From an optimization exercise on the open Yosys and OpenROAD flow, aimed at small area, a short achievable clock period and few clock cycles; shortcuts taken in it are not production practice. Function was checked by simulation only, so behaviour that the tests miss may differ from the original. Power and IR drop assume default switching activity.

== JK ==
Design baton_relay_core, start of the top module:
module baton_relay_core (
    input  wire        clk,
    input  wire        rst,
    input  wire [63:0] cfg_turns_required,
    input  wire        cmd_valid,
    output wire        cmd_ready,
    input  wire [1:0]  cmd_op,
    input  wire [7:0]  cmd_seed,
    input  wire        rx_valid,
    output wire        rx_ready,
    input  wire [63:0] rx_data,
    input  wire [3:0]  rx_len,
    input  wire        rx_fin,
    input  wire        offer_valid,
    output wire        offer_ready,
    input  wire [15:0] offer_len,
    output wire        tx_valid,
    input  wire        tx_ready,
    output wire [63:0] tx_data,
    output wire [3:0]  tx_len,
    output wire        tx_fin,
    output wire        tx_last,
    output wire        idle,
    output wire [2:0]  state,
    output wire        role,
    output wire [7:0]  baton_out,
    output wire [7:0]  baton_in,
    output wire [63:0] turn_count,
    output wire [63:0] rx_byte_count,
    output wire [2:0]  close_code,
    output wire        dgram_ready,
    output wire [7:0]  dgram_value
);
    localparam OP_ACCEPT   = 2'd0;
    localparam OP_CONNECT  = 2'd1;
    localparam OP_DEREG    = 2'd2;
    localparam OP_TIMEOUT  = 2'd3;
    localparam S_IDLE   = 3'd0;
    localparam S_READY  = 3'd1;
    localparam S_SENT   = 3'd2;
    localparam S_DONE   = 3'd3;
    localparam S_CLOSED = 3'd5;
    localparam [2:0] C_SUCCESS   = 3'd0;
    localparam [2:0] C_MALFORMED = 3'd2;
    localparam [2:0] C_TIMEOUT   = 3'd4;
    localparam [2:0] C_NONE      = 3'd7;
    localparam [2:0] D_IDLE  = 3'd0;   
    localparam [2:0] D_LEN2  = 3'd1;   
    localparam [2:0] D_BODY  = 3'd2;   
    localparam [2:0] D_DONE  = 3'd3;   
    localparam [2:0] D_BAD   = 3'd4;   
    localparam [2:0] D_SPLIT = 3'd5;   
    reg [2:0]  st;
    reg        role_r;
    reg [7:0]  baton_out_r;
  ...
For scale: about 1,900 cells after synthesis, roughly 330 flip-flops, about 400 I/O pins, ~17,000 sq um of cells after synthesis.
==> flow/config.mk <==
export PLATFORM = sky130hd
export DESIGN_NAME = baton_relay_core
export DESIGN_NICKNAME = baton_relay_core
export VERILOG_FILES = /design/flow/design.v
export SDC_FILE = /design/flow/constraint.sdc
export NUM_CORES = 4
export LEC_CHECK = 0
export CAP_MARGIN = 20
export CORE_MARGIN = 2
export CORE_UTILIZATION = 40
export SETUP_SLACK_MARGIN = 4.9
export SLEW_MARGIN = 20
==> flow/constraint.sdc <==
create_clock -name core_clock -period 8.0 [get_ports {clk}]
set_input_delay 1.6000 -clock core_clock [delete_from_list [all_inputs] [get_ports {clk}]]
set_output_delay 1.6000 -clock core_clock [all_outputs]
set_load 0.01 [all_outputs]
standard.sh (not shown) runs the stock make flow with config.mk's settings and CLKGATE_MAP_FILE= SYNTH_SCRIPT=/design/flow/synth_recipe.tcl, a recipe that flattens the netlist after the stock synthesis.
==> flow/flow/run.sh <==
#!/bin/bash
# Standard layout (standard.sh) with two changes:
#  - synthesis maps the logic with flow/area.abc (see flow/synth.tcl);
#  - every port is buffered by the smallest buffer.
# Full make output goes to standard.log; ORFS keeps each step's log under orfs/logs.
set -euo pipefail
here=$(pwd)
export BUFFER_PORTS_ARGS="-buffer_cell sky130_fd_sc_hd__buf_1"
export FLOW_ABC_SCRIPT="$here/flow/area.abc"
sed "s#SYNTH_SCRIPT=[^ ]*#SYNTH_SCRIPT=$here/flow/synth.tcl#" standard.sh > standard_area.sh
bash standard_area.sh finish > standard.log 2>&1
==> flow/flow/area.abc <==
&get -n
&st
&dc2
&syn2
&dc2
&dch -f
&nf -R 2000
&put
==> flow/flow/synth.tcl <==
# The standard flow's synthesis script (synth_recipe.tcl), with one change: ABC maps the
# logic with the script in FLOW_ABC_SCRIPT (flow/area.abc, an area-recovering
# script) in place of ORFS's speed script. Registers, passes, flattening and
# renaming are unchanged.
proc synth {args} { yosys synth -nofsm -noshare {*}$args }
proc use_own_abc_script {name1 name2 op} {
  upvar #0 abc_args a
  set i [lsearch -exact $a -script]
  if {$i >= 0} { lset a [expr {$i + 1}] $::env(FLOW_ABC_SCRIPT) }
}
trace add variable ::abc_args write use_own_abc_script
source $::env(SCRIPTS_DIR)/synth.tcl
# left out here: clear keep_hierarchy, flatten, clean up, hide names made inside functions, write 1_2_yosys.v
Testbench counts of JK, summed over its fixed seeds: cycles 196,564.
The inputs of MS differ from those of JK as listed below.
diff --git a/flow/config.mk b/flow/config.mk
--- a/flow/config.mk
+++ b/flow/config.mk
@@ -10,3 +10,3 @@
 export CORE_UTILIZATION = 40
-export SETUP_SLACK_MARGIN = 4.9
+export SETUP_SLACK_MARGIN = 5.0
 export SLEW_MARGIN = 20
Notes after the runs:
MS completed; timing, DRC and antenna clean
JK has a higher critical path depth than MS.
Of JK and MS, JK shows the higher final critical-path share of the clock period, with MS below it.
On post-place setup slack, MS does worse than JK.
MS vs JK on global routing usage summed across all routing layers: MS is the higher one.
In the metrics for JK and MS, the one carrying the higher number of search-and-repair iterations in the first detailed-routing pass is JK.
MS vs. JK: cell-internal power lower, overall power of the completed layout decreased about 0.6%, total power density per cell area fell by about 2%.
Looking at register-to-register slack across JK and MS, the one that comes out lower is JK.
MS vs JK — overall routed net length climbed by a few percent
Inputs modified between MS and AL:
==> flow/flow/run.sh <==
#!/bin/bash
# Standard layout, with every port buffered by the smallest buffer instead of
# the flow's default choice. Full make output goes to standard.log.
set -euo pipefail
export BUFFER_PORTS_ARGS="-buffer_cell sky130_fd_sc_hd__buf_1"
bash standard.sh finish > standard.log 2>&1
diff --git a/flow/config.mk b/flow/config.mk
--- a/flow/config.mk
+++ b/flow/config.mk
@@ -9,4 +9,4 @@
 export CORE_MARGIN = 2
-export CORE_UTILIZATION = 40
-export SETUP_SLACK_MARGIN = 5.0
+export CORE_UTILIZATION = 60
+export SETUP_SLACK_MARGIN = 4.9
 export SLEW_MARGIN = 20
removed: flow/flow/area.abc
removed: flow/flow/synth.tcl
## What came out
- AL finished every stage and its layout cleared the timing, DRC and antenna checks.
- Non-clock buffer count: AL vs MS, no meaningful difference
- Taking MS as the reference, in AL post-route worst setup slack went down 0.016 ns; total area of multi-input combinational cells now larger.
- AL vs MS, combinational gate power went up by about 2%.
- Of AL and MS, AL shows the higher global-route usage, with MS below it.
- Compared with MS, AL improves die footprint.
- Summary: internal power, AL better than MS
- Relative to MS, antenna diode count decreased by 3 in AL.
- offer_len[10] as the critical path launch point was reported by MS, and offer_len[2] by AL.
- In AL, met2 wire length is lower than in MS.
- Wire length (higher): MS

port drivers added, routing unchanged:
The flow's constraints put no driver on any port. The routed layouts listed below were extracted and timed again, unchanged, in two steps.
Step 1 sets driving cells, clkbuf_16 on the clock port and buf_2 on the other inputs (assumed; they add their load-dependent delay and slew).
Step 2 times the ports against the registers' clock, not the clock port: input delays grow and output delays shrink by t, the midpoint of the rising clock arrivals with the driver on.
Three values: ideal, step 1, step 2; two values: the first two.
run | shift t [ns] | setup slack, ns | hold slack, ns | clock arrival spread, ns
JK | 0.613 | 4.902 / 4.902 / 4.335 | 0.457 / 0.457 / 0.457 | 0.037 / 0.037
MS | 0.610 | 4.939 / 4.965 / 4.355 | 0.440 / 0.440 / 0.440 | 0.018 / 0.018
AL | 0.573 | 4.923 / 4.909 / 4.364 | 0.444 / 0.444 / 0.444 | 0.018 / 0.019
After both steps setup and hold are still met in every run listed. For MS, which loses most, drivers alone change the setup slack by +0.026 ns; drivers and shift together by -0.584 ns.
